This is an optimization exercise on Yosys and OpenROAD, whose aim is small area, a short achievable clock period and few clock cycles, not a production implementation.
Only simulation tests tie the RTL to the original design; equivalence was not proved.
Power is estimated from default activity; no workload was simulated.

==> design/flow/design.v <==
module cat64_addrspace #(
    parameter integer S    = 128,
    parameter integer NREG = 8,
    parameter [31:0]  COLOR = 32'hFF3366CC
) (
    input  wire        clk,
    input  wire        rst,
    input  wire [31:0] addr,
    input  wire [31:0] wdata,
    input  wire        wr_mem,       
    input  wire        wr_reg,       
    input  wire        fill,         
    output wire [31:0] reg_word,     
    input  wire        use_p,
    input  wire [6:0]  pa,
    output wire [31:0] rd_bytes
);
    localparam integer ROWS  = S / 4;
    localparam integer NFILL = 24;           
    wire [4:0] wr = addr[6:2];
    wire [1:0] ws = addr[1:0];
    reg [ROWS-1:0] wr_oh, pr_oh;
    integer i;
    always @(*) begin
        wr_oh = {ROWS{1'b0}};
        pr_oh = {ROWS{1'b0}};
        for (i = 0; i < ROWS; i = i + 1) begin
            if (wr == i) wr_oh[i] = 1'b1;
            if (pa[6:2] == i) pr_oh[i] = 1'b1;
        end
    end
    wire [1:0] ps = pa[1:0];
    wire [7:0] rbyte [0:3];
    genvar b, r;
    generate
        for (b = 0; b < 4; b = b + 1) begin : g_bank
            wire [1:0] k     = b[1:0] - ws;
            wire [7:0] wbyte = wdata[31 - 8*k -: 8];
            wire [7:0] dbyte = rst ? 8'd0 : (fill ? COLOR[31 - 8*b -: 8] : wbyte);
            wire       carry = (ws > b);
            wire [7:0] row_q [0:ROWS-1];
            for (r = 0; r < ROWS; r = r + 1) begin : g_row
                if (4*r + b < S - 1) begin : g_st
                    wire hit = carry ? ((r > 0) ? wr_oh[(r > 0) ? r - 1 : 0] : 1'b0) : wr_oh[r];
                    wire en  = rst | (wr_mem & hit) | (fill && r < NFILL);
                    reg [7:0] q;
                    always @(posedge clk)
                        if (en) q <= dbyte;
                    assign row_q[r] = q;
                end else begin : g_zero
                    assign row_q[r] = 8'd0;
                end
            end
            wire pcarry = (ps > b);
            wire [ROWS-1:0] c_sel = carry  ? {wr_oh[ROWS-2:0], wr_oh[ROWS-1]} : wr_oh;
            wire [ROWS-1:0] p_sel = pcarry ? {pr_oh[ROWS-2:0], pr_oh[ROWS-1]} : pr_oh;
            wire [ROWS-1:0] rsel  = use_p ? p_sel : c_sel;
            reg  [7:0] rb;
            integer m;
            always @(*) begin
                rb = 8'd0;
                for (m = 0; m < ROWS; m = m + 1)
                    rb = rb | (row_q[m] & {8{rsel[m]}});
            end
            assign rbyte[b] = rb;
        end
    endgenerate
    wire [1:0] rot = use_p ? ps : ws;
    assign rd_bytes[31:24] = rbyte[rot];
    assign rd_bytes[23:16] = rbyte[rot + 2'd1];
    assign rd_bytes[15:8]  = rbyte[rot + 2'd2];
    assign rd_bytes[7:0]   = rbyte[rot + 2'd3];
    reg [31:0]     reg_addr [0:NREG-1];
    reg [31:0]     reg_val  [0:NREG-1];
    reg [NREG-1:0] reg_vld;
    wire [NREG-1:0] hit_vec;
    genvar c;
    generate
        for (c = 0; c < NREG; c = c + 1) begin : g_hit
            assign hit_vec[c] = reg_vld[c] && (reg_addr[c] == addr);
        end
    endgenerate
    wire any_hit = |hit_vec;
    wire [NREG-1:0] free_lowest = ~reg_vld & {reg_vld[NREG-2:0], 1'b1};
    integer q;
    always @(posedge clk) begin
        if (rst)
            reg_vld <= {NREG{1'b0}};
        else if (wr_reg && !any_hit)
            reg_vld <= {reg_vld[NREG-2:0], 1'b1};
    end
    always @(posedge clk) begin
        for (q = 0; q < NREG; q = q + 1) begin
            if (wr_reg && (hit_vec[q] || (!any_hit && free_lowest[q])))
                reg_val[q] <= wdata;
            if (wr_reg && !any_hit && free_lowest[q])
                reg_addr[q] <= addr;
        end
    end
    reg [31:0] rw;
    always @(*) begin
        rw = 32'd0;
        for (q = 0; q < NREG; q = q + 1)
            rw = rw | (reg_val[q] & {32{hit_vec[q]}});
    end
    assign reg_word = rw;
endmodule
module cat64_sched (
    input  wire        clk,
    input  wire        rst,
    input  wire        do_start,
    input  wire        do_stop,
    input  wire        do_pause,
    input  wire        do_resume,
    input  wire        sec_evt,
    input  wire        tick_evt,
    output wire        live,         
    output wire        running,      
    output reg  [15:0] rate,
    output wire        busy          
);
    localparam [1:0] ST_IDLE    = 2'd0,
                     ST_RUNNING = 2'd1,
                     ST_PAUSED  = 2'd2,
                     ST_STOPPED = 2'd3;
    reg [1:0]  state;
    reg [15:0] frames;
    reg [7:0]  secs;
    reg        div_run;
    reg [3:0]  div_cnt;
    reg [7:0]  div_r;
    reg [7:0]  div_d;
    assign live    = (state == ST_RUNNING) || (state == ST_PAUSED);
    assign running = (state == ST_RUNNING);
    wire        div_start = tick_evt && live && (secs != 8'd0);
    wire [15:0] frames_inc = frames + 16'd1;
    wire [8:0]  div_trial  = {div_r, rate[15]};
    wire        div_ge     = div_trial >= {1'b0, div_d};
    wire [8:0]  div_diff   = div_trial - {1'b0, div_d};
    assign busy = div_run;
    always @(posedge clk) begin
        if (rst) begin
            state   <= ST_IDLE;
            frames  <= 16'd0;
            secs    <= 8'd0;
            rate    <= 16'd0;
            div_run <= 1'b0;
        end else begin
            if (do_start) begin
                if (state == ST_IDLE || state == ST_STOPPED) begin
                    state  <= ST_RUNNING;
                    frames <= 16'd0;
                    secs   <= 8'd0;
                end
            end else if (do_stop) begin
                if (live)
                    state <= ST_STOPPED;
            end else if (do_pause) begin
                if (state == ST_RUNNING)
                    state <= ST_PAUSED;
            end else if (do_resume) begin
                if (state == ST_PAUSED)
                    state <= ST_RUNNING;
            end else if (sec_evt) begin
                if (live && secs != 8'hFF)
                    secs <= secs + 8'd1;
            end else if (tick_evt) begin
                if (live) begin
                    if (secs != 8'd0) begin
                        frames <= 16'd0;
                        secs   <= 8'd0;
                    end else
                        frames <= frames_inc;
                end
            end
            if (div_start) begin
                div_run <= 1'b1;
                rate    <= frames_inc;
            end else if (div_run) begin
                rate <= {rate[14:0], div_ge};
                if (div_cnt == 4'd15)
                    div_run <= 1'b0;
            end
        end
    end
    always @(posedge clk) begin
        if (div_start) begin
            div_cnt <= 4'd0;
            div_r   <= 8'd0;
            div_d   <= secs;
        end else if (div_run) begin
            div_cnt <= div_cnt + 4'd1;
            div_r   <= div_ge ? div_diff[7:0] : div_trial[7:0];
        end
    end
endmodule
module cat64_core #(
    parameter integer S     = 128,
    parameter integer W     = 8,
    parameter integer H     = 3,
    parameter integer NREG  = 8,
    parameter [31:0]  COLOR = 32'hFF3366CC
) (
    input  wire        clk,
    input  wire        rst,
    input  wire        cmd_valid,
    output wire        cmd_ready,
    input  wire [7:0]  cmd_op,
    input  wire [31:0] cmd_addr,
    input  wire [31:0] cmd_data,
    input  wire        tick,
    input  wire        sec,
    output reg         rsp_valid,
    output wire [7:0]  rsp_status,
    output reg  [31:0] rsp_value,
    output reg         pix_valid,
    output reg  [23:0] pix_rgb
);
    localparam integer NPIX = W * H;
    localparam [7:0] OP_READ32        = 8'h01,
                     OP_WRITE32       = 8'h02,
                     OP_STEP          = 8'h10,
                     OP_START         = 8'h20,
                     OP_STOP          = 8'h21,
                     OP_PAUSE         = 8'h22,
                     OP_RESUME        = 8'h23,
                     OP_GET_RATE      = 8'h24,
                     OP_GET_ISRUNNING = 8'h25,
                     OP_RENDER        = 8'h30,
                     OP_SET_FB_BASE   = 8'h31;
    reg rend;                        
    reg rate_wait;                   
    assign cmd_ready = !(rend || rate_wait);
    wire accept   = cmd_valid && cmd_ready;
    wire tick_acc = tick && !cmd_valid && cmd_ready;
    wire sec_acc  = sec && !cmd_valid && !tick && cmd_ready;
    wire op_read   = cmd_op == OP_READ32;
    wire op_write  = cmd_op == OP_WRITE32;
    wire op_step   = cmd_op == OP_STEP;
    wire op_start  = cmd_op == OP_START;
    wire op_stop   = cmd_op == OP_STOP;
    wire op_pause  = cmd_op == OP_PAUSE;
    wire op_resume = cmd_op == OP_RESUME;
    wire op_rate   = cmd_op == OP_GET_RATE;
    wire op_isrun  = cmd_op == OP_GET_ISRUNNING;
    wire op_render = cmd_op == OP_RENDER;
    wire op_setfb  = cmd_op == OP_SET_FB_BASE;
    wire op_known  = op_read | op_write | op_step | op_start | op_stop | op_pause |
                     op_resume | op_rate | op_isrun | op_render | op_setfb;
    wire in_mem = (cmd_addr[31:7] == 25'd0) && (cmd_addr[6:2] != 5'd31);
    wire        live, running, rate_busy;
    wire [15:0] rate;
    cat64_sched u_sched (
        .clk       (clk),
        .rst       (rst),
        .do_start  (accept && op_start),
        .do_stop   (accept && op_stop),
        .do_pause  (accept && op_pause),
        .do_resume (accept && op_resume),
        .sec_evt   (sec_acc),
        .tick_evt  (tick_acc),
        .live      (live),
        .running   (running),
        .rate      (rate),
        .busy      (rate_busy)
    );
    wire fill = (accept && op_step && live) || (tick_acc && running);
    reg  [7:0] fbp, pp;
    reg        fb_far;
    reg  [4:0] pcnt;                 
    always @(posedge clk) begin
        if (rst) begin
            fbp    <= 8'd1;
            fb_far <= 1'b0;
        end else if (accept && op_setfb) begin
            fbp    <= {1'b0, cmd_addr[6:0]} + 8'd1;
            fb_far <= cmd_addr[31:7] != 25'd0;
        end
    end
    wire rend_start = accept && op_render;
    wire [7:0] pa   = rend ? pp : fbp;           
    always @(posedge clk) begin
        if (rst) begin
            rend <= 1'b0;
            pcnt <= 5'd0;
        end else if (rend_start) begin
            rend <= 1'b1;
            pcnt <= 5'd1;
        end else if (rend) begin
            pcnt <= pcnt + 5'd1;
            if (pcnt == NPIX - 1)
                rend <= 1'b0;
        end
    end
    always @(posedge clk)
        pp <= pa + 8'd4;
    wire [31:0] rd_bytes, reg_word;
    cat64_addrspace #(.S(S), .NREG(NREG), .COLOR(COLOR)) u_as (
        .clk      (clk),
        .rst      (rst),
        .addr     (cmd_addr),
        .wdata    (cmd_data),
        .wr_mem   (accept && op_write && in_mem),
        .wr_reg   (accept && op_write && !in_mem),
        .fill     (fill),
        .reg_word (reg_word),
        .use_p    (rend || op_render),
        .pa       (pa[6:0]),
        .rd_bytes (rd_bytes)
    );
    reg rsp_ref;
    assign rsp_status = {8{rsp_ref}};
    wire [2:0] pmask = {3{!fb_far}} & {pa < 8'd128, pa < 8'd127, pa < 8'd126};
    always @(posedge clk) begin
        pix_rgb <= {rd_bytes[31:24] & {8{pmask[2]}},
                    rd_bytes[23:16] & {8{pmask[1]}},
                    rd_bytes[15:8]  & {8{pmask[0]}}};
    end
    always @(posedge clk) begin
        if (rst) begin
            rsp_valid <= 1'b0;
            rsp_ref   <= 1'b0;
            rsp_value <= 32'd0;
            pix_valid <= 1'b0;
            rate_wait <= 1'b0;
        end else begin
            rsp_valid <= 1'b0;
            pix_valid <= rend_start || rend;
            if (accept) begin
                rsp_ref   <= !op_known;
                rsp_value <= (rd_bytes & {32{op_read && in_mem}}) |
                             (reg_word & {32{op_read && !in_mem}}) |
                             ({16'd0, rate} & {32{op_rate}}) |
                             {31'd0, (op_step || op_isrun) && live};
                if (op_rate && rate_busy)
                    rate_wait <= 1'b1;
                else if (!op_render)
                    rsp_valid <= 1'b1;
            end
            if (rend && pcnt == NPIX - 1)
                rsp_valid <= 1'b1;
            if (rate_wait && !rate_busy) begin
                rsp_valid <= 1'b1;
                rsp_value <= {16'd0, rate};
                rate_wait <= 1'b0;
            end
        end
    end
endmodule
==> design/flow/run.sh <==
#!/bin/bash
# synth_recipe.tcl (not shown) runs the flow's synth.tcl, then flattens the netlist and writes it again
# the make line also repeats each setting of config.mk as NAME=value (left out here)
make -C /OpenROAD-flow-scripts/flow DESIGN_CONFIG=/design/flow/config.mk WORK_HOME=/design/flow/orfs CLKGATE_MAP_FILE= SYNTH_SCRIPT=/design/flow/synth_recipe.tcl finish
==> design/flow/config.mk <==
export PLATFORM = sky130hd
export DESIGN_NAME = cat64_core
export DESIGN_NICKNAME = cat64_core
export VERILOG_FILES = /design/flow/design.v
export SDC_FILE = /design/flow/constraint.sdc
export NUM_CORES = 4
export LEC_CHECK = 0
export ABC_CLOCK_PERIOD_IN_PS = 3000
export CAP_MARGIN = 20
export CORE_MARGIN = 2
export CORE_UTILIZATION = 50
export PLACE_DENSITY = 0.6
export SETUP_SLACK_MARGIN = 5
export SLEW_MARGIN = 20
==> design/flow/constraint.sdc <==
create_clock -name core_clock -period 10.0 [get_ports {clk}]
set_input_delay 2.0000 -clock core_clock [delete_from_list [all_inputs] [get_ports {clk}]]
set_output_delay 2.0000 -clock core_clock [all_outputs]
set_load 0.01 [all_outputs]
==> summary.md, run 1 <==
| Metric | Value |
|---|---|
| Post-Route WL | `303,000 um` |
| Clk_skew | `60.5 ps` |
| CP Data Arrival Time | `5730 ps` |
| Overall Global Routing Usage | `0.401` |
| Outcome | `finished clean` |
| Clock sinks | `1,682` |
| Kind of critical path | `in2reg` |
| Most frequent cells in the layout | `1,536 x edfxtp_1, 380 x buf_4, 269 x a22oi_1, 232 x o21ai_0, 217 x xor2_1` |
| EDFF count, synth | `1,536` |
| Peak VDD IR | `0.193 mV` |
| Net Sw Frac | `0.254` |
| Post-Layout Cell Count | `7,745` |
| Int Power | `0.0122 W` |
| Clock power share | `0.390` |
| FP Rows | `140` |
| Mapped cell area | `72,800 um^2` |
| Synth warn | `5` |
| PD cells | `185 nW/um^2` |
| Port bufs | `143` |
| RSZ-0062 raised after global routing | `true` |
| Finish-stage setup viols | `0` |
| Clk Latency, worst-skew pair | `810 ps` |
| Rel. slew slack | `0.183` |
| Die area | `149,000 um^2` |
| CTS Buf Count | `174` |
| Slew Limit Fails | `0` |
| Synth async-reset ratio | `0` |
| Area growth, synth to finish | `20.8%` |
| Tightest Hold Check Type | `reg2reg` |
| Nets@finish | `5,778` |
| Setup TNS | `0 ps` |
| Final Cycle Share | `0.505` |
| Min Tclk post-route | `5050 ps` |
| Max cap viols | `0` |
| Antenna Nets Post-Route | `0` |
| Pre-CTS worst setup slack | `2360 ps` |
| GRT Residual Overflow | `0` |
| Global placer's final weighted congestion | `1.03` |
| Combinational power share | `0.091` |
| Routed vias | `55,200` |
| Mean Syn Cell Area | `14.1 um^2` |
| Commonest non-fill, non-tap cell in the layout | `edfxtp_1` |
| Sequential-to-total area share from yosys stat | `0.674` |
| CORE AREA | `145,000 um^2` |
| Initial drt markers | `9,674` |
| Placed cell count | `7,272` |
| Cells after synthesis | `5,177` |
| Max Buffers Root-to-Sink | `3` |
| Post-CTS Hold Fix Bufs | `0` |
| Routed WL per cell | `39.1 um` |
| Distinct cells, synth | `103` |
| Startpoint Class | `primary input` |
| FILL cells | `11,200` |
| #FFs+latches synth | `1,682` |
| First-pass GRT wire length | `415,000 um` |
| Lkg Pwr | `29.7 nW` |
| Most used DFF post-synth | `edfxtp_1` |
| Final hold vios | `0` |
| Vias in the first global route | `51,800` |
| Worst-path clk slew | `60 ps` |
| TritonCTS clock tree | `done` |
| Share of layout cells above drive strength 1 | `0.208` |
| Largest net degree at the start of global routing | `74` |
| Vias per inst | `7.13` |
| Max frequency | `198 MHz` |
| Final core utilization | `0.606` |
| Required time worst endpoint | `10,680 ps` |
| DR DRC count | `0` |
| Drt first pass iters | `7` |
| Hold WS | `481 ps` |
| Initial antenna violation count | `14` |
| Worst setup margin | `4950 ps` |
| Crit. End Element | `flip-flop` |
| NetSw | `0.00414 W` |
| H-tree levels | `4` |
| Die Height | `386 um` |
| I/O pin cnt | `144` |
| Clk root buf | `clkbuf_16` |
| CP max FO | `16` |
| Initial core utilization | `0.502` |
| Hpwl dp | `202,000 um` |
| Width of the chip | `386 um` |
| Power share of the sequential group | `0.518` |
| Mapped Nets | `5,278` |
| Worst slew pin tran | `1220 ps` |
==> sequential cells by signal (all words and copies together) (netlist names), 16 cells and up <==
name / count
u_as.reg_val: 256
pix_rgb: 24
u_as.reg_addr: 256
u_as.g_bank.g_row.g_st.q: 1016
u_sched.frames: 16
rsp_value: 32
u_sched.rate: 16
==> repair_timing <==
item | 4_1_cts | 5_1_grt
resized for setup | 387 | 160
endpoints found under the setup margin | 1594 | 1024
gates cloned | 21 | 1
pin swaps | 57 | 45
setup buffers | 93 | 29
==> Yosys cell counts (all sizes together) (22+ instances only) <==
| cell | count | share of area |
|---|---|---|
| nor3 | 114 | 0.0079 |
| inv | 94 | 0.0048 |
| nor4 | 88 | 0.0077 |
| dfxtp | 146 | 0.040 |
| a22oi | 271 | 0.028 |
| nand2b | 22 | 0.0019 |
| o21a | 39 | 0.0040 |
| a32oi | 29 | 0.0035 |
| a21oi | 105 | 0.0073 |
| o21bai | 38 | 0.0039 |
| a21o | 26 | 0.0027 |
| mux2 | 35 | 0.0054 |
| and3 | 50 | 0.0043 |
| o21ai | 309 | 0.022 |
| a222oi | 43 | 0.0059 |
| a2111oi | 46 | 0.0059 |
| nand3 | 140 | 0.0096 |
| a22o | 113 | 0.014 |
| and4 | 24 | 0.0029 |
| a221oi | 90 | 0.011 |
| buf | 120 | 0.0093 |
| edfxtp | 1536 | 0.63 |
| o2111ai | 34 | 0.0041 |
| xnor2 | 77 | 0.0093 |
| nand2 | 231 | 0.012 |
| and2 | 46 | 0.0040 |
| nor2 | 175 | 0.0091 |
| a32o | 31 | 0.0043 |
| nand4 | 109 | 0.0094 |
| nor3b | 22 | 0.0023 |
| mux2i | 97 | 0.014 |
| ha | 23 | 0.0040 |
| a31oi | 35 | 0.0030 |
| xor2 | 219 | 0.026 |
| o211ai | 56 | 0.0063 |
| mux4 | 32 | 0.0099 |
| clkbuf | 162 | 0.0084 |
| or2 | 34 | 0.0029 |
| a211oi | 78 | 0.0080 |
==> path summary, 6_finish.rpt <==
| check | startpoint | slack, ps | end | depth (start not counted) |
|---|---|---|---|---|
| setup / recovery | cmd_op[6] | 4950 | rsp_value[29] | 13 |
| setup reg to reg | rend | 5000 | rsp_value[29] | 17 |
| hold reg to reg | u_sched.div_r[7] | 480 | u_sched.div_r[7] | 2 |
| hold / removal | u_sched.div_r[7] | 480 | u_sched.div_r[7] | 2 |
==> power by group through the flow <==
stage	Combinational (W)	Sequential, W	Clock, W
floorplan	0.000565	0.00846	0
global placement	0.00125	0.00858	0
detailed placement	0.00126	0.00857	0
CTS	0.00138	0.00843	0.00639
global route	0.00152	0.00847	0.00666
finish	0.00149	0.00846	0.00636
==> cell type report <==
class	instances	area, um^2	area share
antenna	3	7.51	0.0000854
clock buffer	218	4560	0.0519
clock inverter	106	1010	0.0115
inverter	96	362	0.00411
multi-input combinational	3124	24700	0.281
sequential	1682	49100	0.558
tap	1917	2400	0.0273
timing repair buffer	599	5810	0.0661
==> metal layers <==
layer,vias to the layer above,routed length (um),global-route usage
met5,-,104,0.00130
met4,14,19900,0.214
met3,1001,39900,0.122
met2,4477,130000,0.581
met1,27700,113000,0.544
li1,22000,-,-
==> critical path, stage by stage <==
cell and delay (ps):
buf_4 130, or4bb_4 680, o21ai_4 230, buf_4 170
bufbuf_16 330, nor3_1 160, a21oi_1 160, and4_1 190
nand4_1 270, or4_4 790, mux2i_4 290, mux2_4 220
o21ai_2 60
==> stage by stage <==
| stage | area, um^2 | power (W) |
|---|---|---|
| 2_1_floorplan | 73200 | 0.00902 |
| 3_3_place_gp | 78400 | 0.00983 |
| 3_5_place_dp | 78500 | 0.00984 |
| 4_1_cts | 87000 | 0.0162 |
| 5_1_grt | 87900 | 0.0166 |
| 6_report | 87900 | 0.0163 |
==> logic make-up after synthesis <==
family,share of synthesized area
and+or+nand+nor,0.0861
DFF,0.674
xor gates and xnor gates,0.0356
adders and majority gates,0.00423
buffers and inverters,0.0226
muxes,0.0289
AOI/OAI and AO/OA,0.149
Testbench counts, summed over its fixed seeds: cycles 7,626.
==> inputs of run 2 (changes only) <==
--- a/design/flow/design.v
+++ b/design/flow/design.v
@@ -13,7 +13,7 @@
     output wire [31:0] reg_word,     
     input  wire        use_p,
     input  wire [6:0]  pa,
-    output wire [31:0] rd_bytes
+    output wire [31:0] bank_bytes    
 );
     localparam integer ROWS  = S / 4;
     localparam integer NFILL = 24;           
@@ -30,7 +30,6 @@
         end
     end
     wire [1:0] ps = pa[1:0];
-    wire [7:0] rbyte [0:3];
     genvar b, r;
     generate
         for (b = 0; b < 4; b = b + 1) begin : g_bank
@@ -54,7 +53,7 @@
             wire pcarry = (ps > b);
             wire [ROWS-1:0] c_sel = carry  ? {wr_oh[ROWS-2:0], wr_oh[ROWS-1]} : wr_oh;
             wire [ROWS-1:0] p_sel = pcarry ? {pr_oh[ROWS-2:0], pr_oh[ROWS-1]} : pr_oh;
-            wire [ROWS-1:0] rsel  = use_p ? p_sel : c_sel;
+            wire [ROWS-1:0] rsel  = (c_sel & {ROWS{!use_p}}) | (p_sel & {ROWS{use_p}});
             reg  [7:0] rb;
             integer m;
             always @(*) begin
@@ -62,14 +61,9 @@
                 for (m = 0; m < ROWS; m = m + 1)
                     rb = rb | (row_q[m] & {8{rsel[m]}});
             end
-            assign rbyte[b] = rb;
+            assign bank_bytes[8*b +: 8] = rb;
         end
     endgenerate
-    wire [1:0] rot = use_p ? ps : ws;
-    assign rd_bytes[31:24] = rbyte[rot];
-    assign rd_bytes[23:16] = rbyte[rot + 2'd1];
-    assign rd_bytes[15:8]  = rbyte[rot + 2'd2];
-    assign rd_bytes[7:0]   = rbyte[rot + 2'd3];
     reg [31:0]     reg_addr [0:NREG-1];
     reg [31:0]     reg_val  [0:NREG-1];
     reg [NREG-1:0] reg_vld;
@@ -212,9 +206,9 @@
     input  wire        sec,
     output reg         rsp_valid,
     output wire [7:0]  rsp_status,
-    output reg  [31:0] rsp_value,
+    output wire [31:0] rsp_value,
     output reg         pix_valid,
-    output reg  [23:0] pix_rgb
+    output wire [23:0] pix_rgb
 );
     localparam integer NPIX = W * H;
     localparam [7:0] OP_READ32        = 8'h01,
@@ -230,7 +224,8 @@
                      OP_SET_FB_BASE   = 8'h31;
     reg rend;                        
     reg rate_wait;                   
-    assign cmd_ready = !(rend || rate_wait);
+    reg ready;                       
+    assign cmd_ready = ready;
     wire accept   = cmd_valid && cmd_ready;
     wire tick_acc = tick && !cmd_valid && cmd_ready;
     wire sec_acc  = sec && !cmd_valid && !tick && cmd_ready;
@@ -294,7 +289,7 @@
     end
     always @(posedge clk)
         pp <= pa + 8'd4;
-    wire [31:0] rd_bytes, reg_word;
+    wire [31:0] bank_bytes, reg_word;
     cat64_addrspace #(.S(S), .NREG(NREG), .COLOR(COLOR)) u_as (
         .clk      (clk),
         .rst      (rst),
@@ -304,46 +299,66 @@
         .wr_reg   (accept && op_write && !in_mem),
         .fill     (fill),
         .reg_word (reg_word),
-        .use_p    (rend || op_render),
+        .use_p    (rend || cmd_op[5]),
         .pa       (pa[6:0]),
-        .rd_bytes (rd_bytes)
+        .bank_bytes (bank_bytes)
     );
     reg rsp_ref;
     assign rsp_status = {8{rsp_ref}};
-    wire [2:0] pmask = {3{!fb_far}} & {pa < 8'd128, pa < 8'd127, pa < 8'd126};
+    wire       rd_mem  = accept && op_read && in_mem;
+    wire [2:0] pmask   = {3{!fb_far}} & {pa < 8'd126, pa < 8'd127, pa < 8'd128};
+    wire [1:0] ca      = cmd_addr[1:0];
+    wire [1:0] ps      = pa[1:0];
+    wire [31:0] other_word = (reg_word & {32{accept && op_read && !in_mem}}) |
+                             ({16'd0, rate} & {32{(accept && op_rate) || rate_wait}}) |
+                             {31'd0, accept && (op_step || op_isrun) && live};
+    reg [31:0] bq;                   
+    reg [31:0] oq;                   
+    reg [3:0]  rsel;                 
+    reg [11:0] psel;                 
+    integer k, j;
     always @(posedge clk) begin
-        pix_rgb <= {rd_bytes[31:24] & {8{pmask[2]}},
-                    rd_bytes[23:16] & {8{pmask[1]}},
-                    rd_bytes[15:8]  & {8{pmask[0]}}};
+        bq   <= bank_bytes;
+        oq   <= other_word;
+        rsel <= rd_mem ? (4'b0001 << ca) : 4'b0000;
+        for (k = 0; k < 3; k = k + 1)
+            for (j = 0; j < 4; j = j + 1)
+                psel[4*k + j] <= pmask[k] && (((ps + k) & 3) == j);
     end
+    reg [31:0] rsp_word;
+    reg [23:0] pix_word;
+    always @(*) begin
+        rsp_word = 32'd0;
+        pix_word = 24'd0;
+        for (k = 0; k < 4; k = k + 1)
+            for (j = 0; j < 4; j = j + 1) begin
+                rsp_word[31 - 8*k -: 8] = rsp_word[31 - 8*k -: 8] |
+                                          (bq[8*j +: 8] & {8{rsel[(j - k) & 3]}});
+                if (k < 3)
+                    pix_word[23 - 8*k -: 8] = pix_word[23 - 8*k -: 8] |
+                                              (bq[8*j +: 8] & {8{psel[4*k + j]}});
+            end
+    end
+    assign rsp_value = rsp_word | oq;
+    assign pix_rgb   = pix_word;
+    wire rend_next      = rend_start || (rend && pcnt != NPIX - 1);
+    wire rate_wait_next = rate_wait ? rate_busy : (accept && op_rate && rate_busy);
     always @(posedge clk) begin
         if (rst) begin
             rsp_valid <= 1'b0;
             rsp_ref   <= 1'b0;
-            rsp_value <= 32'd0;
             pix_valid <= 1'b0;
             rate_wait <= 1'b0;
+            ready     <= 1'b1;
         end else begin
-            rsp_valid <= 1'b0;
+            rsp_valid <= (accept && !op_render && !(op_rate && rate_busy)) ||
+                         (rend && pcnt == NPIX - 1) ||
+                         (rate_wait && !rate_busy);
             pix_valid <= rend_start || rend;
-            if (accept) begin
-                rsp_ref   <= !op_known;
-                rsp_value <= (rd_bytes & {32{op_read && in_mem}}) |
-                             (reg_word & {32{op_read && !in_mem}}) |
-                             ({16'd0, rate} & {32{op_rate}}) |
-                             {31'd0, (op_step || op_isrun) && live};
-                if (op_rate && rate_busy)
-                    rate_wait <= 1'b1;
-                else if (!op_render)
-                    rsp_valid <= 1'b1;
-            end
-            if (rend && pcnt == NPIX - 1)
-                rsp_valid <= 1'b1;
-            if (rate_wait && !rate_busy) begin
-                rsp_valid <= 1'b1;
-                rsp_value <= {16'd0, rate};
-                rate_wait <= 1'b0;
-            end
+            rate_wait <= rate_wait_next;
+            ready     <= !(rend_next || rate_wait_next);
+            if (accept)
+                rsp_ref <= !op_known;
         end
     end
 endmodule
==> design/flow/flow/run.sh (new file) <==
#!/bin/bash
set -euo pipefail
export SETUP_SLACK_MARGIN=6
export BUFFER_PORTS_ARGS="-buffer_cell sky130_fd_sc_hd__buf_4"
bash standard.sh > standard_flow.log 2>&1
==> design/flow/standard.sh (new file) <==
#!/bin/bash
# synth_recipe.tcl (not shown) runs the flow's synth.tcl, then flattens the netlist and writes it again
# the make line also repeats each setting of config.mk as NAME=value (left out here)
make -C /OpenROAD-flow-scripts/flow DESIGN_CONFIG=/design/flow/config.mk WORK_HOME=/design/flow/orfs CLKGATE_MAP_FILE= SYNTH_SCRIPT=/design/flow/synth_recipe.tcl "${@:-finish}"
==> design/flow/config.mk (replaced) <==
export PLATFORM = sky130hd
export DESIGN_NAME = cat64_core
export DESIGN_NICKNAME = cat64_core
export VERILOG_FILES = /design/flow/design.v
export SDC_FILE = /design/flow/constraint.sdc
export NUM_CORES = 4
export LEC_CHECK = 0
export CAP_MARGIN = 20
export CORE_MARGIN = 2
export CORE_UTILIZATION = 50
export PLACE_DENSITY = 0.6
export SLEW_MARGIN = 20
removed: design/flow/run.sh
==> summary.md, run 2 <==
| Metric | Value |
|---|---|
| Kind of critical path | `in2reg (unchanged)` |
| Global placer's final weighted congestion | `0.976 (was 1.03)` |
| Lkg Pwr | `28.8 nW (was 29.7 nW)` |
| CP max FO | `41 (was 16)` |
| GRT Residual Overflow | `0 (unchanged)` |
| PD cells | `186 nW/um^2 (was 185 nW/um^2)` |
| Combinational power share | `0.069 (was 0.091)` |
| Clock power share | `0.399 (was 0.390)` |
| Min Tclk post-route | `4270 ps (was 5050 ps)` |
| I/O pin cnt | `144 (unchanged)` |
| EDFF count, synth | `1,536 (unchanged)` |
| Distinct cells, synth | `95 (was 103)` |
| Vias per inst | `6.75 (was 7.13)` |
| Crit. End Element | `flip-flop (unchanged)` |
| Port bufs | `143 (unchanged)` |
| R2r endpoint | `bq[9] (was rsp_value[29])` |
| Die Height | `373 um (was 386 um)` |
| Routed WL per cell | `33.9 um (was 39.1 um)` |
| Overall Global Routing Usage | `0.323 (was 0.401)` |
| Max frequency | `234 MHz (was 198 MHz)` |
| Clk root buf | `clkbuf_16 (unchanged)` |
| Net Sw Frac | `0.232 (was 0.254)` |
| Mapped cell area | `68,200 um^2 (was 72,800 um^2)` |
| NetSw | `0.00370 W (was 0.00414 W)` |
| Setup TNS | `0 ps (unchanged)` |
| Post-synth top area cell | `edfxtp_1 (unchanged)` |
| Most used DFF post-synth | `edfxtp_1 (unchanged)` |
| Synth top area share | `0.676 (was 0.634)` |
| Cells after synthesis | `4,383 (was 5,177)` |
| Top reg by flops | `u_as.g_bank.g_row.g_st.q (unchanged)` |
| Peak VDD IR | `0.174 mV (was 0.193 mV)` |
| #FFs+latches synth | `1,707 (was 1,682)` |
| TritonCTS clock tree | `done (unchanged)` |
| Hold Path End | `fb_far (was u_sched.div_r[7])` |
| Met1 usage | `0.454 (was 0.544)` |
| Placed cell count | `6,214 (was 7,272)` |
| Hpwl dp | `140,000 um (was 202,000 um)` |
| Power share of the sequential group | `0.532 (was 0.518)` |
| Post-Route WL | `232,000 um (was 303,000 um)` |
| Synth top cells by count | `1,536 x edfxtp_1, 362 x a22oi_1, 237 x xor2_1, 176 x nand2_1, 171 x dfxtp_1 (was 1,536 x edfxtp_1, 277 x o21ai_0, 271 x a22oi_1, 230 x nand2_1, 219 x xor2_1)` |
| Routed vias | `46,300 (was 55,200)` |
| GR peak layer | `met2 (unchanged)` |
| Vias in the first global route | `43,500 (was 51,800)` |
| Largest register FFs | `1,016 (unchanged)` |
| Initial drt markers | `7,122 (was 9,674)` |
| Clk Latency, worst-skew pair | `830 ps (was 810 ps)` |
| Nets@finish | `5,031 (was 5,778)` |
| Share of layout cells above drive strength 1 | `0.271 (was 0.208)` |
| Sequential-to-total area share from yosys stat | `0.727 (was 0.674)` |
| Reg2Reg Depth | `11 (was 17)` |
| Cells on Worst Hold Path | `2 (unchanged)` |
| CTS Buf Count | `173 (was 174)` |
| Count leader, synth | `edfxtp_1 (unchanged)` |
| Slew Limit Fails | `0 (unchanged)` |
| Final Cycle Share | `0.427 (was 0.505)` |
| Initial antenna violation count | `9 (was 14)` |
| Clk_skew | `36.0 ps (was 60.5 ps)` |
| Int Power | `0.0123 W (was 0.0122 W)` |
| Clock sinks | `1,707 (was 1,682)` |
| Initial core utilization | `0.503 (was 0.502)` |
| CORE AREA | `135,000 um^2 (was 145,000 um^2)` |
| Tightest Hold Check Type | `reg2reg (unchanged)` |
| Synth warn | `5 (unchanged)` |
| Outcome | `finished clean (unchanged)` |
| Required time worst endpoint | `10,410 ps (was 10,680 ps)` |
| Top flop regs | `u_as.g_bank.g_row.g_st.q x1016, u_as.reg_addr x256, u_as.reg_val x256 (unchanged)` |
| Largest net degree at the start of global routing | `65 (was 74)` |
| FP Rows | `135 (was 140)` |
| RSZ-0062 raised after global routing | `true (unchanged)` |
| Commonest non-fill, non-tap cell in the layout | `edfxtp_1 (unchanged)` |
| First-pass GRT wire length | `324,000 um (was 415,000 um)` |
| Rel. slew slack | `0.235 (was 0.183)` |
| Startpoint Class | `primary input (unchanged)` |
| Synth async-reset ratio | `0 (unchanged)` |
| Worst slew pin tran | `1150 ps (was 1220 ps)` |
| Post-Layout Cell Count | `6,856 (was 7,745)` |
| DR DRC count | `0 (unchanged)` |
| Die area | `139,000 um^2 (was 149,000 um^2)` |
| Worst-path clk slew | `60 ps (about the same)` |
| Final hold vios | `0 (unchanged)` |
| CP Data Arrival Time | `4680 ps (was 5730 ps)` |
| Worst R2R Start | `rend (unchanged)` |
| Max cap viols | `0 (unchanged)` |
| Finish-stage setup viols | `0 (unchanged)` |
| GR Util met2 | `0.487 (was 0.581)` |
| Most frequent cells in the layout | `1,536 x edfxtp_1, 362 x a22oi_1, 327 x buf_4, 230 x xor2_1, 188 x clkbuf_16 (was 1,536 x edfxtp_1, 380 x buf_4, 269 x a22oi_1, 232 x o21ai_0, 217 x xor2_1)` |
| Area growth, synth to finish | `25.7% (was 20.8%)` |
| Width of the chip | `373 um (was 386 um)` |
| Hold path start | `fb_far (was u_sched.div_r[7])` |
| Mean Syn Cell Area | `15.6 um^2 (was 14.1 um^2)` |
| Max Buffers Root-to-Sink | `3 (unchanged)` |
| Mapped Nets | `4,484 (was 5,278)` |
| Drt first pass iters | `14 (was 7)` |
| R2R Setup Slk | `5780 ps (was 5000 ps)` |
| Antenna Nets Post-Route | `0 (unchanged)` |
| M3 GR Usage | `0.0713 (was 0.122)` |
| H-tree levels | `4 (unchanged)` |
| Synth top area cells | `edfxtp_1 68%, dfxtp_1 5.0%, a22oi_1 4.0% (was edfxtp_1 63%, dfxtp_1 4.0%, a22oi_1 2.8%)` |
[run 2: worst max-delay path by stage]
stage,from,to,slack (ps),depth (start not counted)
final,cmd_addr[5],bq[9],5730,9
after CTS,bq[20],rsp_value[20],5840,3
after global placement,cmd_addr[6],u_as.reg_val[0][0],3380,8
after global routing,rsel[1],rsp_value[31],5780,4
after detailed placement,cmd_addr[6],u_as.reg_val[0][8],3240,8
after floorplan,cmd_op[3],u_as.reg_val[1][0],4480,9
[run 2: metal layers]
layer	share of wire	up-vias
met2	0.45	3061
met4	0.050	4
li1	-	19100
met3	0.11	568
met1	0.39	23600
met5	0.00012	-
[run 2: repair_timing]
item,4_1_cts,5_1_grt
endpoints found under the setup margin,1910,1214
gates resized for setup,569,136
endpoints found under the hold margin,0,0
pin swaps,155,88
hold buffers,0,0
gates cloned,39,13
buffers inserted,194,75
[run 2: final cells by class]
| cell class | instances | area (um^2) |
|---|---|---|
| diodes | 4 | 10.0 |
| clock buffers | 232 | 4770 |
| clock inverters | 84 | 777 |
| fillers | 9686 | 49700 |
| inverters | 44 | 181 |
| multi-input cells | 2438 | 21300 |
| flip-flops and latches | 1707 | 49600 |
| well taps | 1781 | 2230 |
| repair buffers | 565 | 6910 |
| repair inverters | 1 | 5.00 |
[run 2: cell families (layout without fill, tap and decap cells)]
| group | count (synthesis) | count (layout) | share of synthesized area |
|---|---|---|---|
| compound gates | 1226 | 1241 | 0.132 |
| xor+xnor | 297 | 297 | 0.0381 |
| fa+ha+maj | 24 | 24 | 0.00451 |
| buf+inv | 257 | 926 | 0.0168 |
| flops | 1707 | 1707 | 0.727 |
| mux | 102 | 102 | 0.0217 |
| other cells | 0 | 4 | 0 |
| simple gates | 770 | 774 | 0.0599 |
[run 2: power groups by stage]
stage	Clock [W]	Combinational, W	Sequential [W]
after detailed placement	0	0.000869	0.00864
after floorplan	0	0.000441	0.00854
after global routing	0.00669	0.00114	0.00853
final	0.00637	0.00111	0.00850
after CTS	0.00642	0.00104	0.00849
after global placement	0	0.000857	0.00862
[run 2: through the flow]
stage	hold WS [ps]	instance area (um^2)	setup WS, ps	util	total power [W]
after detailed placement	488	72500	3240	0.535	0.00951
after CTS	500	84100	5840	0.621	0.0159
after floorplan	434	69200	4480	-	0.00898
after global routing	522	85700	5780	0.633	0.0164
after global placement	481	72400	3380	0.534	0.00948
final	498	85700	5730	0.633	0.0160
[run 2: worst max-delay path, cell delays in order]
cell     delay (ps)
buf_12          200
nor2_1          230
nand2_1         510
o22ai_1         150
buf_4           230
a22oi_1         160
nand3_1         180
nor3_2          290
nand4_1         650
Testbench counts of run 2, summed over its fixed seeds: cycles 7,626.
==> inputs of run 3 (changes only) <==
--- a/design/flow/config.mk
+++ b/design/flow/config.mk
@@ -10,3 +10,4 @@
 export CORE_UTILIZATION = 50
 export PLACE_DENSITY = 0.6
 export SLEW_MARGIN = 20
+export TNS_END_PERCENT = 10
==> summary.md, run 3 <==
| Metric | Value |
|---|---|
| Routed WL per cell | `33.2 um (was 33.9 um)` |
| Routed met1 length | `89,400 um (was 90,900 um)` |
| Lkg Pwr | `27.6 nW (was 28.8 nW)` |
| Pre-CTS worst setup slack | `3490 ps (was 3240 ps)` |
| Design area | `81,800 um^2 (was 85,700 um^2)` |
| Worst setup margin | `5720 ps (was 5730 ps)` |
| Cells on Worst Hold Path | `2 (unchanged)` |
| Finish-stage setup viols | `0 (unchanged)` |
| Routed vias | `45,600 (was 46,300)` |
| Clock sinks | `1,707 (unchanged)` |
| H-tree levels | `4 (unchanged)` |
| Port bufs | `143 (unchanged)` |
| CP Data Arrival Time | `2280 ps (was 4680 ps)` |
| Reg2Reg Depth | `10 (was 11)` |
| CP max-delay cell | `dfxtp_1 (was nand4_1)` |
| Post-synth top area cell | `edfxtp_1 (unchanged)` |
| Crit. End Element | `output pin (was flip-flop)` |
| First-pass GRT wire length | `313,000 um (was 324,000 um)` |
| Max cap viols | `0 (unchanged)` |
| Delay of the slowest cell on the worst path | `800 ps (was 650 ps)` |
| Global placer's final weighted congestion | `0.947 (was 0.976)` |
| Antenna Nets Post-Route | `0 (unchanged)` |
| Vias per inst | `6.70 (was 6.75)` |
| Worst slew pin tran | `1190 ps (was 1150 ps)` |
| Initial drt markers | `7,249 (was 7,122)` |
| Nets@finish | `4,975 (was 5,031)` |
| Clk root buf | `clkbuf_16 (unchanged)` |
| N_diodes | `0 (was 4)` |
| Max frequency | `233 MHz (was 234 MHz)` |
| Hold Path End | `u_sched.state[1] (was fb_far)` |
| Final Cycle Share | `0.428 (was 0.427)` |
| Int Power | `0.0124 W (was 0.0123 W)` |
| DP Area | `72,700 um^2 (was 72,500 um^2)` |
| Combinational power share | `0.060 (was 0.069)` |
| DR DRC count | `0 (unchanged)` |
| Post-CTS Hold Fix Bufs | `0 (unchanged)` |
| Mapped cell area | `68,200 um^2 (unchanged)` |
| EDFF count, synth | `1,536 (unchanged)` |
| R2R Setup Slk | `5940 ps (was 5780 ps)` |
| Commonest non-fill, non-tap cell in the layout | `edfxtp_1 (unchanged)` |
| Power, Total | `0.0161 W (was 0.0160 W)` |
| Top flop regs | `u_as.g_bank.g_row.g_st.q x1016, u_as.reg_addr x256, u_as.reg_val x256 (unchanged)` |
| Mean Syn Cell Area | `15.6 um^2 (unchanged)` |
| Die Height | `373 um (unchanged)` |
| Worst R2R Start | `rend (unchanged)` |
| Initial core utilization | `0.503 (unchanged)` |
| Share of layout cells above drive strength 1 | `0.226 (was 0.271)` |
| Crit-path cells | `a22oi_1, nand2_1, buf_4 (was buf_12, nor2_1, nand2_1, o22ai_1, buf_4, a22oi_1, nand3_1, nor3_2, nand4_1)` |
| Rel. slew slack | `0.204 (was 0.235)` |
| FP Rows | `135 (unchanged)` |
| Tightest Hold Check Type | `reg2reg (unchanged)` |
| Clk_skew | `37.6 ps (was 36.0 ps)` |
| Synth async-reset ratio | `0 (unchanged)` |
| Cells after synthesis | `4,383 (unchanged)` |
| Drt first pass iters | `9 (was 14)` |
| Sequential-to-total area share from yosys stat | `0.727 (unchanged)` |
| Net Sw Frac | `0.231 (was 0.232)` |
| Clock power share | `0.410 (was 0.399)` |
| Synth top area share | `0.676 (unchanged)` |
| Width of the chip | `373 um (unchanged)` |
| Largest register FFs | `1,016 (unchanged)` |
| Initial antenna violation count | `11 (was 9)` |
| Met3 wire len | `24,600 um (was 26,200 um)` |
| Most used DFF post-synth | `edfxtp_1 (unchanged)` |
| Top routing layer used | `met5 (unchanged)` |
| Crit-path leading delay family | `flip-flops (was simple AND/OR/NAND/NOR gates)` |
| Post-Route WL | `226,000 um (was 232,000 um)` |
| Overall Global Routing Usage | `0.313 (was 0.323)` |
| Hold path start | `u_sched.state[1] (was fb_far)` |
| Min Tclk post-route | `4280 ps (was 4270 ps)` |
| Power share of the sequential group | `0.530 (was 0.532)` |
| Area growth, synth to finish | `20.0% (was 25.7%)` |
| Kind of critical path | `reg2out (was in2reg)` |
| Largest net degree at the start of global routing | `81 (was 65)` |
| Max Buffers Root-to-Sink | `3 (unchanged)` |
| Vias in the first global route | `42,200 (was 43,500)` |
| Outcome | `finished clean (unchanged)` |
| Synth top cells by count | `1,536 x edfxtp_1, 362 x a22oi_1, 237 x xor2_1, 176 x nand2_1, 171 x dfxtp_1 (unchanged)` |
| NetSw | `0.00370 W (about the same)` |
| Count leader, synth | `edfxtp_1 (unchanged)` |
| Die area | `139,000 um^2 (unchanged)` |
| Mapped Nets | `4,484 (unchanged)` |
| CP max FO | `7 (was 41)` |
| Setup TNS | `0 ps (unchanged)` |
| Required time worst endpoint | `8000 ps (was 10,410 ps)` |
| CTS Buf Count | `174 (was 173)` |
| RSZ-0062 raised after global routing | `true (unchanged)` |
| Final hold vios | `0 (unchanged)` |
| Most frequent cells in the layout | `1,536 x edfxtp_1, 425 x buf_4, 360 x a22oi_1, 235 x xor2_1, 182 x clkbuf_16 (was 1,536 x edfxtp_1, 362 x a22oi_1, 327 x buf_4, 230 x xor2_1, 188 x clkbuf_16)` |
| CORE AREA | `135,000 um^2 (unchanged)` |
| Peak VDD IR | `0.150 mV (was 0.174 mV)` |
| Clk Latency, worst-skew pair | `820 ps (was 830 ps)` |
| Startpoint Class | `flip-flop (was primary input)` |
| Synth warn | `5 (unchanged)` |
| Top reg by flops | `u_as.g_bank.g_row.g_st.q (unchanged)` |
| Worst-path clk slew | `60 ps (about the same)` |
| Synth top area cells | `edfxtp_1 68%, dfxtp_1 5.0%, a22oi_1 4.0% (unchanged)` |
| Slew Limit Fails | `0 (unchanged)` |
| Hpwl dp | `141,000 um (was 140,000 um)` |
| I/O pin cnt | `144 (unchanged)` |
| PD cells | `196 nW/um^2 (was 186 nW/um^2)` |
| Distinct cells, synth | `95 (unchanged)` |
| CP bufs+invs | `1 (was 2)` |
| R2r endpoint | `bq[9] (unchanged)` |
| GRT Residual Overflow | `0 (unchanged)` |
| DR WL met2 | `102,000 um (was 104,000 um)` |
| #FFs+latches synth | `1,707 (unchanged)` |
| TritonCTS clock tree | `done (unchanged)` |
[run 3: cells by family after synthesis]
group	share of synthesized area
flip-flops	0.727
AO/OA/AOI/OAI	0.132
AND/OR/NAND/NOR	0.0599
XOR/XNOR	0.0381
buffers and inverters	0.0168
multiplexers	0.0217
adder cells (fa/ha/maj)	0.00451
[run 3: final cells by class]
type | count | area (um^2)
inverters | 44 | 184
flip-flops and latches | 1707 | 49600
clock buffers | 242 | 4830
well taps | 1781 | 2230
repair buffers | 505 | 4710
clock inverters | 84 | 995
repair inverters | 1 | 5.00
fillers | 10200 | 53600
multi-input cells | 2441 | 19300
[run 3: metrics by stage]
step	instances	hold slack [ps]	util
after CTS	6737	502	0.594
after detailed placement	6341	488	0.537
final	6805	509	0.604
after floorplan	4383	434	-
after global placement	6339	487	0.537
after global routing	6805	530	0.604
[run 3: timing repair]
action                                 in CTS  in global routing
gates cloned                               29                 10
setup endpoints to repair                2297               1523
endpoints found under the hold margin       0                  0
gates resized for setup                   197                171
buffers inserted                           41                 58
pin swaps                                  22                 43
[run 3: how the worst max path moves through the flow]
stage	startpoint	end	slack (ps)	cells past startpoint
6_report	bq[0]	pix_rgb[16]	5720	3
5_1_grt	bq[6]	rsp_value[22]	5740	3
4_1_cts	rsel[1]	rsp_value[17]	5650	3
3_5_place_dp	cmd_addr[1]	u_as.reg_val[0][0]	3490	10
3_3_place_gp	cmd_addr[1]	u_as.reg_val[0][8]	3520	10
2_1_floorplan	cmd_op[3]	u_as.reg_val[1][0]	4480	9
[run 3: layer usage]
metal / vias to the layer above / global-route usage
met1: 23100 / 0.448
met4: 12 / 0.125
met2: 3033 / 0.475
met3: 507 / 0.0599
li1: 19000 / -
met5: - / 0
[run 3: worst reg2reg max path, stage by stage (launching register included)]
cell and delay [ps]:
dfxtp_4 360, buf_12 160, mux2i_4 370, buf_4 350
clkinvlp_4 340, mux2i_2 410, o32ai_2 240, a222oi_1 510
nand3_1 250, nor3_2 290, nand4_1 470
[run 3: power by group through the flow]
stage	logic, W	registers [W]	clock network, W
after floorplan	0.000408	0.00854	0
after global placement	0.000857	0.00863	0
after detailed placement	0.000871	0.00865	0
after CTS	0.000896	0.00850	0.00665
after global routing	0.000995	0.00854	0.00693
final	0.000963	0.00851	0.00659
==> inputs of run 4 (changes only) <==
--- a/design/flow/config.mk
+++ b/design/flow/config.mk
@@ -10,4 +10,4 @@
 export CORE_UTILIZATION = 50
 export PLACE_DENSITY = 0.6
 export SLEW_MARGIN = 20
-export TNS_END_PERCENT = 10
+export TNS_END_PERCENT = 3
==> summary.md, run 4 <==
| Metric | Value |
|---|---|
| Vias per inst | `6.67 (was 6.70)` |
| FP Rows | `135 (unchanged)` |
| Largest family of logic cells by synthesized area | `compound AO/OA/AOI/OAI gates (unchanged)` |
| Outcome | `finished clean (unchanged)` |
| Distinct cells, synth | `95 (unchanged)` |
| Final hold vios | `0 (unchanged)` |
| FILL cells | `10,400 (was 10,200)` |
| Worst setup margin | `5480 ps (was 5720 ps)` |
| Port bufs | `143 (unchanged)` |
| Sequential-to-total area share from yosys stat | `0.727 (unchanged)` |
| Max frequency | `221 MHz (was 233 MHz)` |
| Power share of the sequential group | `0.531 (was 0.530)` |
| TritonCTS clock tree | `done (unchanged)` |
| Post-CTS Hold Fix Bufs | `0 (unchanged)` |
| Most used DFF post-synth | `edfxtp_1 (unchanged)` |
| Net Sw Frac | `0.230 (was 0.231)` |
| Initial core utilization | `0.503 (unchanged)` |
| Nets@finish | `4,897 (was 4,975)` |
| Width of the chip | `373 um (unchanged)` |
| CP Data Arrival Time | `5030 ps (was 2280 ps)` |
| Synth top area share | `0.676 (unchanged)` |
| GRT Residual Overflow | `0 (unchanged)` |
| Top flop regs | `u_as.g_bank.g_row.g_st.q x1016, u_as.reg_addr x256, u_as.reg_val x256 (unchanged)` |
| Overall Global Routing Usage | `0.311 (was 0.313)` |
| RSZ-0062 raised after global routing | `true (unchanged)` |
| Peak VDD IR | `0.154 mV (was 0.150 mV)` |
| H-tree levels | `4 (unchanged)` |
| Mean Syn Cell Area | `15.6 um^2 (unchanged)` |
| R2r endpoint | `bq[10] (was bq[9])` |
| Initial drt markers | `7,301 (was 7,249)` |
| Clock sinks | `1,707 (unchanged)` |
| EDFF count, synth | `1,536 (unchanged)` |
| Drt first pass iters | `13 (was 9)` |
| Largest net degree at the start of global routing | `81 (unchanged)` |
| Synth Area in Simple Gates | `0.0599 (unchanged)` |
| Cells on Worst Hold Path | `2 (unchanged)` |
| Min Tclk post-route | `4520 ps (was 4280 ps)` |
| Required time worst endpoint | `10,510 ps (was 8000 ps)` |
| Die Height | `373 um (unchanged)` |
| Final core utilization | `0.593 (was 0.604)` |
| Commonest non-fill, non-tap cell in the layout | `edfxtp_1 (unchanged)` |
| Post-synthesis xor/xnor area fraction | `0.0381 (unchanged)` |
| Startpoint Class | `primary input (was flip-flop)` |
| Largest register FFs | `1,016 (unchanged)` |
| Initial antenna violation count | `12 (was 11)` |
| Global placer's final weighted congestion | `0.947 (unchanged)` |
| Slew Limit Fails | `0 (unchanged)` |
| Hold path start | `u_sched.state[1] (unchanged)` |
| Reg2Reg Depth | `10 (unchanged)` |
| Synth top area cells | `edfxtp_1 68%, dfxtp_1 5.0%, a22oi_1 4.0% (unchanged)` |
| Placed cell count | `6,341 (unchanged)` |
| Pre-CTS worst setup slack | `3490 ps (unchanged)` |
| Routed WL per cell | `32.8 um (was 33.2 um)` |
| Finish-stage setup viols | `0 (unchanged)` |
| Post-Synth Adder-Cell Area | `0.00451 (unchanged)` |
| Crit. End Element | `flip-flop (was output pin)` |
| Cells after synthesis | `4,383 (unchanged)` |
| Vias in the first global route | `42,000 (was 42,200)` |
| Worst-path clk slew | `60 ps (about the same)` |
| Synth warn | `5 (unchanged)` |
| Antenna Nets Post-Route | `0 (unchanged)` |
| Top reg by flops | `u_as.g_bank.g_row.g_st.q (unchanged)` |
| CTS Buf Count | `174 (unchanged)` |
| Area growth, synth to finish | `17.9% (was 20.0%)` |
| Max Buffers Root-to-Sink | `3 (unchanged)` |
| Clk Latency, worst-skew pair | `820 ps (about the same)` |
| Hold WS | `510 ps (was 509 ps)` |
| Synth async-reset ratio | `0 (unchanged)` |
| Int Power | `0.0123 W (was 0.0124 W)` |
| Die area | `139,000 um^2 (unchanged)` |
| Clk_skew | `35.9 ps (was 37.6 ps)` |
| DR DRC count | `0 (unchanged)` |
| I/O pin cnt | `144 (unchanged)` |
| Rel. slew slack | `0.200 (was 0.204)` |
| NetSw | `0.00368 W (was 0.00370 W)` |
| Post-Layout Cell Count | `6,729 (was 6,805)` |
| Clock power share | `0.411 (was 0.410)` |
| Share of layout cells above drive strength 1 | `0.201 (was 0.226)` |
| Routed vias | `44,900 (was 45,600)` |
| Synth top cells by count | `1,536 x edfxtp_1, 362 x a22oi_1, 237 x xor2_1, 176 x nand2_1, 171 x dfxtp_1 (unchanged)` |
| Post-synthesis compound-gate area fraction | `0.132 (unchanged)` |
| First-pass GRT wire length | `311,000 um (was 313,000 um)` |
| Final Cycle Share | `0.452 (was 0.428)` |
| Post-synth top area cell | `edfxtp_1 (unchanged)` |
| Worst slew pin tran | `1200 ps (was 1190 ps)` |
| Combinational power share | `0.058 (was 0.060)` |
| Mapped cell area | `68,200 um^2 (unchanged)` |
| R2R Setup Slk | `5510 ps (was 5940 ps)` |
| Hpwl dp | `141,000 um (unchanged)` |
| Max cap viols | `0 (unchanged)` |
| Lkg Pwr | `27.0 nW (was 27.6 nW)` |
| Count leader, synth | `edfxtp_1 (unchanged)` |
| #FFs+latches synth | `1,707 (unchanged)` |
| Kind of critical path | `in2reg (was reg2out)` |
| CORE AREA | `135,000 um^2 (unchanged)` |
| CP max FO | `38 (was 7)` |
| Multiplexer share of the synthesized area | `0.0217 (unchanged)` |
| PD cells | `199 nW/um^2 (was 196 nW/um^2)` |
| Worst R2R Start | `rend (unchanged)` |
| Post-Route WL | `221,000 um (was 226,000 um)` |
| Mapped Nets | `4,484 (unchanged)` |
| Clk root buf | `clkbuf_16 (unchanged)` |
| Most frequent cells in the layout | `1,536 x edfxtp_1, 392 x buf_4, 362 x a22oi_1, 236 x xor2_1, 177 x clkbuf_16 (was 1,536 x edfxtp_1, 425 x buf_4, 360 x a22oi_1, 235 x xor2_1, 182 x clkbuf_16)` |
| Setup TNS | `0 ps (unchanged)` |
| Hold Path End | `u_sched.state[1] (unchanged)` |
| Tightest Hold Check Type | `reg2reg (unchanged)` |
run 4: metal layers:
layer,track usage,wire length (um)
met1,0.446,87700
met2,0.470,99800
met3,0.0578,23700
met4,0.128,9510
met5,0,55
run 4: cell families (layout without fill, tap and decap cells):
kind of cell / Yosys count / count (layout)
other: 0 / 2
muxes: 102 / 102
xor gates and xnor gates: 297 / 297
buffers and inverters: 257 / 802
DFF: 1707 / 1707
adders and majority gates: 24 / 24
and+or+nand+nor: 770 / 773
AOI/OAI and AO/OA: 1226 / 1241
run 4: power groups by stage:
stage                     clock network [W]  logic [W]  registers, W
after floorplan                           0   0.000408       0.00854
after global placement                    0   0.000857       0.00863
after detailed placement                  0   0.000871       0.00865
after CTS                           0.00665   0.000895       0.00850
after global routing                0.00693   0.000956       0.00854
final                               0.00658   0.000922       0.00851
run 4: layout make-up:
type / count / area [um^2] / share of cell area
inverter: 44 / 176 / 0.00219
clock inverter: 84 / 995 / 0.0124
multi-input combinational: 2437 / 18900 / 0.235
antenna: 2 / 5.00 / 0.0000623
tap: 1781 / 2230 / 0.0277
timing repair buffer: 432 / 3740 / 0.0465
sequential: 1707 / 49600 / 0.616
clock buffer: 242 / 4830 / 0.0601
run 4: worst max-delay path: stages:
cell and delay (ps):
buf_6 300, nor2_1 200, nand3_1 530, o32ai_2 350, a222oi_1 490, nand3_1 140
nor3_1 410, nand4_1 520
run 4: how the worst max path moves through the flow:
| stage | start | endpoint | slack [ps] | cells past startpoint |
|---|---|---|---|---|
| after global placement | cmd_addr[1] | u_as.reg_val[0][8] | 3520 | 10 |
| after CTS | rsel[1] | rsp_value[17] | 5650 | 3 |
| after global routing | bq[18] | rsp_value[10] | 5630 | 3 |
| after detailed placement | cmd_addr[1] | u_as.reg_val[0][0] | 3490 | 10 |
| final | cmd_addr[4] | bq[10] | 5480 | 8 |
| after floorplan | cmd_op[3] | u_as.reg_val[1][0] | 4480 | 9 |
run 4: stage by stage:
stage | area, um^2 | power, W
3_5_place_dp | 72700 | 0.00952
3_3_place_gp | 72700 | 0.00949
5_1_grt | 80400 | 0.0164
2_1_floorplan | 68400 | 0.00895
4_1_cts | 80100 | 0.0160
6_report | 80400 | 0.0160
run 4: repair_timing:
item | in CTS | in global routing
gates resized for setup | 188 | 41
gates cloned | 24 | 2
endpoints found under the setup margin | 2297 | 1680
buffers inserted | 26 | 8
endpoints found under the hold margin | 0 | 0
pin swaps | 18 | 9
==> inputs of run 5 (changes only) <==
--- a/design/flow/config.mk
+++ b/design/flow/config.mk
@@ -7,7 +7,6 @@
 export LEC_CHECK = 0
 export CAP_MARGIN = 20
 export CORE_MARGIN = 2
-export CORE_UTILIZATION = 50
-export PLACE_DENSITY = 0.6
+export CORE_UTILIZATION = 62
+export PLACE_DENSITY = 0.72
 export SLEW_MARGIN = 20
-export TNS_END_PERCENT = 3
==> summary.md, run 5 <==
| Metric | Value |
|---|---|
| Hpwl dp | `133,000 um (was 141,000 um)` |
| Distinct cells, synth | `95 (unchanged)` |
| Final core utilization | `0.778 (was 0.593)` |
| Worst R2R Start | `rend (unchanged)` |
| Rel. slew slack | `0.170 (was 0.200)` |
| RSZ-0062 raised after global routing | `true (unchanged)` |
| PD cells | `187 nW/um^2 (was 199 nW/um^2)` |
| Drt first pass iters | `14 (was 13)` |
| Sequential-to-total area share from yosys stat | `0.727 (unchanged)` |
| First-pass GRT wire length | `315,000 um (was 311,000 um)` |
| Area growth, synth to finish | `24.4% (was 17.9%)` |
| CP max-delay cell | `nor4_1 (was nand3_1)` |
| Worst-path clk slew | `60 ps (about the same)` |
| Synth top cells by count | `1,536 x edfxtp_1, 362 x a22oi_1, 237 x xor2_1, 176 x nand2_1, 171 x dfxtp_1 (unchanged)` |
| R2r endpoint | `bq[12] (was bq[10])` |
| GRT Residual Overflow | `0 (unchanged)` |
| Die area | `113,000 um^2 (was 139,000 um^2)` |
| Top flop regs | `u_as.g_bank.g_row.g_st.q x1016, u_as.reg_addr x256, u_as.reg_val x256 (unchanged)` |
| Design area | `84,800 um^2 (was 80,400 um^2)` |
| Clk Latency, worst-skew pair | `800 ps (was 820 ps)` |
| Reg2Reg Depth | `13 (was 10)` |
| Largest net degree at the start of global routing | `64 (was 81)` |
| EDFF count, synth | `1,536 (unchanged)` |
| #FFs+latches synth | `1,707 (unchanged)` |
| Lkg Pwr | `28.6 nW (was 27.0 nW)` |
| Post-CTS Hold Fix Bufs | `0 (unchanged)` |
| Synth warn | `5 (unchanged)` |
| Power, Total | `0.0159 W (was 0.0160 W)` |
| Hold path start | `u_sched.rate[3] (was u_sched.state[1])` |
| Crit. End Element | `flip-flop (unchanged)` |
| Synth top area share | `0.676 (unchanged)` |
| Startpoint Class | `primary input (unchanged)` |
| Outcome | `finished clean (unchanged)` |
| Mapped Nets | `4,484 (unchanged)` |
| Port bufs | `143 (unchanged)` |
| Top reg by flops | `u_as.g_bank.g_row.g_st.q (unchanged)` |
| Delay of the slowest cell on the worst path | `400 ps (was 530 ps)` |
| Max Buffers Root-to-Sink | `3 (unchanged)` |
| H-tree levels | `4 (unchanged)` |
| Most frequent cells in the layout | `1,536 x edfxtp_1, 362 x a22oi_1, 290 x buf_4, 229 x xor2_1, 176 x clkbuf_16 (was 1,536 x edfxtp_1, 392 x buf_4, 362 x a22oi_1, 236 x xor2_1, 177 x clkbuf_16)` |
| Mean Syn Cell Area | `15.6 um^2 (unchanged)` |
| Worst slew pin tran | `1240 ps (was 1200 ps)` |
| Kind of critical path | `in2reg (unchanged)` |
| Commonest non-fill, non-tap cell in the layout | `edfxtp_1 (unchanged)` |
| Required time worst endpoint | `10,470 ps (was 10,510 ps)` |
| FP Rows | `121 (was 135)` |
| Crit-path cells | `buf_4, nor4_1, nand3_1, nor2_4, nand2_1, nor3_4, buf_12, buf_4, nand2b_2, o21ai_1, buf_4 (was buf_6, nor2_1, nand3_1, o32ai_2, a222oi_1, nand3_1, nor3_1, nand4_1)` |
| Min Tclk post-route | `4190 ps (was 4520 ps)` |
| Setup TNS | `0 ps (unchanged)` |
| Hold Path End | `oq[3] (was u_sched.state[1])` |
| Post-Route WL | `232,000 um (was 221,000 um)` |
| Overall Global Routing Usage | `0.392 (was 0.311)` |
| Clk_skew | `28.4 ps (was 35.9 ps)` |
| Synth async-reset ratio | `0 (unchanged)` |
| Die Height | `336 um (was 373 um)` |
| Largest register FFs | `1,016 (unchanged)` |
| Clk root buf | `clkbuf_16 (unchanged)` |
| Post-synth top area cell | `edfxtp_1 (unchanged)` |
| Clock sinks | `1,707 (unchanged)` |
| Cells on Worst Hold Path | `1 (was 2)` |
| Final Cycle Share | `0.419 (was 0.452)` |
| CTS Buf Count | `163 (was 174)` |
| Routed WL per cell | `35.9 um (was 32.8 um)` |
| Mapped cell area | `68,200 um^2 (unchanged)` |
| Max frequency | `239 MHz (was 221 MHz)` |
| TritonCTS clock tree | `done (unchanged)` |
| Vias per inst | `7.45 (was 6.67)` |
| Worst setup margin | `5810 ps (was 5480 ps)` |
| CP max FO | `17 (was 38)` |
| I/O pin cnt | `144 (unchanged)` |
| Share of layout cells above drive strength 1 | `0.264 (was 0.201)` |
| Count leader, synth | `edfxtp_1 (unchanged)` |
| Routed vias | `48,000 (was 44,900)` |
| DP Area | `71,900 um^2 (was 72,700 um^2)` |
| Pre-CTS worst setup slack | `3550 ps (was 3490 ps)` |
| CP Data Arrival Time | `4660 ps (was 5030 ps)` |
| Synth top area cells | `edfxtp_1 68%, dfxtp_1 5.0%, a22oi_1 4.0% (unchanged)` |
| Antenna Nets Post-Route | `0 (unchanged)` |
| R2R Setup Slk | `5950 ps (was 5510 ps)` |
| Most used cell, CP | `buf_4 (was nand3_1)` |
| CORE AREA | `109,000 um^2 (was 135,000 um^2)` |
| Initial antenna violation count | `9 (was 12)` |
| DR DRC count | `0 (unchanged)` |
| Initial core utilization | `0.626 (was 0.503)` |
| Max cap viols | `0 (unchanged)` |
| Global placer's final weighted congestion | `1.02 (was 0.947)` |
| Crit-path leading delay family | `simple AND/OR/NAND/NOR gates (unchanged)` |
| Vias in the first global route | `44,000 (was 42,000)` |
| Width of the chip | `336 um (was 373 um)` |
| Final hold vios | `0 (unchanged)` |
| Cell count along the critical path | `11 (was 8)` |
| Slew Limit Fails | `0 (unchanged)` |
| Cells after synthesis | `4,383 (unchanged)` |
| Tightest Hold Check Type | `reg2reg (unchanged)` |
| Initial drt markers | `10,000 (was 7,301)` |
| Finish-stage setup viols | `0 (unchanged)` |
| Nets@finish | `4,996 (was 4,897)` |
| CP bufs+invs | `4 (was 1)` |
| Peak VDD IR | `0.174 mV (was 0.154 mV)` |
| Most used DFF post-synth | `edfxtp_1 (unchanged)` |
run 5: cell counts after synthesis:
No cell type changed its count.
run 5: per-stage QoR:
stage / hold slack (ps) / std cells
6_report: 483 / 6450
5_1_grt: 503 / 6446
4_1_cts: 486 / 6312
3_5_place_dp: 469 / 5831
3_3_place_gp: 473 / 5827
2_1_floorplan: 434 / 4383
run 5: area by class of cell:
class | count | area, um^2
Sequential cell | 1707 | 49600
Fill cell | 5782 | 24200
Multi-Input combinational cell | 2435 | 21100
Timing Repair Buffer | 543 | 6830
Clock buffer | 223 | 4530
Tap cell | 1414 | 1770
Clock inverter | 79 | 822
Inverter | 44 | 180
Antenna cell | 4 | 10.0
Timing Repair inverter | 1 | 5.00
run 5: per-layer routing:
layer / wire [um] / GRT usage
met1: 81500 / 0.554
met2: 100000 / 0.569
met3: 35200 / 0.107
met4: 14500 / 0.187
met5: 126 / 0
run 5: how the worst max path moves through the flow:
stage,to,startpoint
after global placement,u_as.reg_val[0][13],cmd_addr[6]
after global routing,u_as.reg_val[7][4],cmd_addr[24]
after detailed placement,u_as.reg_val[0][0],cmd_addr[6]
after floorplan,u_as.reg_val[1][0],cmd_op[3]
after CTS,u_as.reg_val[6][13],cmd_op[6]
final,u_as.g_bank[2].g_row[26].g_st.q[1],cmd_addr[24]
run 5: power by group:
part / total, W / switching [W] / internal, W
registers: 0.00854 / 0.000251 / 0.00828
clock network: 0.00625 / 0.00271 / 0.00355
logic: 0.00108 / 0.000729 / 0.000352
total: 0.0159 / 0.00369 / 0.0122
run 5: cell families after synthesis:
kind of cell	Yosys count	synth area share
fa+ha+maj	24	0.00451
xor+xnor	297	0.0381
compound gates	1226	0.132
flops	1707	0.727
mux	102	0.0217
simple gates	770	0.0599
buf+inv	257	0.0168
run 5: what timing repair did:
action                     4_1_cts  5_1_grt
buffers inserted               149      118
resized for setup              462      207
gates cloned                    30       16
pin swaps                      122      123
setup endpoints to repair     2182     1586

static timing again, ports no longer ideal:
In the flow no input, the clock included, has a driving cell. The finished layouts below were timed again as built, in two steps. Step 1 sets driving cells, clkbuf_16 on the clock port and buf_2 on the other inputs (assumed; they add their load-dependent delay and slew). Step 2 adds t to the input delays and takes it off the output delays; t is the mean of the earliest and latest rising clock arrival at the registers after step 1. Input paths then give back, and output paths get back, about the clock's delay inside the block. Slacks: ideal / step 1 / step 2; pairs: ideal / step 1.
run | t (ns) | setup slack, ns | worst setup path after step 2 | latest minus earliest clock arrival (ns) | cell pins on the clock port's net
run 1 | 0.869 | 4.946 / 4.998 / 4.136 | input to register | 0.071 / 0.071 | 1
run 2 | 0.893 | 5.726 / 5.676 / 4.783 | input to register | 0.037 / 0.037 | 1
run 3 | 0.878 | 5.717 / 5.646 / 4.857 | input to register | 0.050 / 0.050 | 1
run 4 | 0.881 | 5.482 / 5.509 / 4.636 | input to register | 0.049 / 0.049 | 1
run 5 | 0.849 | 5.809 / 5.776 / 4.927 | input to register | 0.031 / 0.031 | 1
After both steps every run listed still meets setup and hold. For run 2, which loses most, drivers alone change the setup slack by -0.050 ns; drivers and shift together by -0.943 ns.
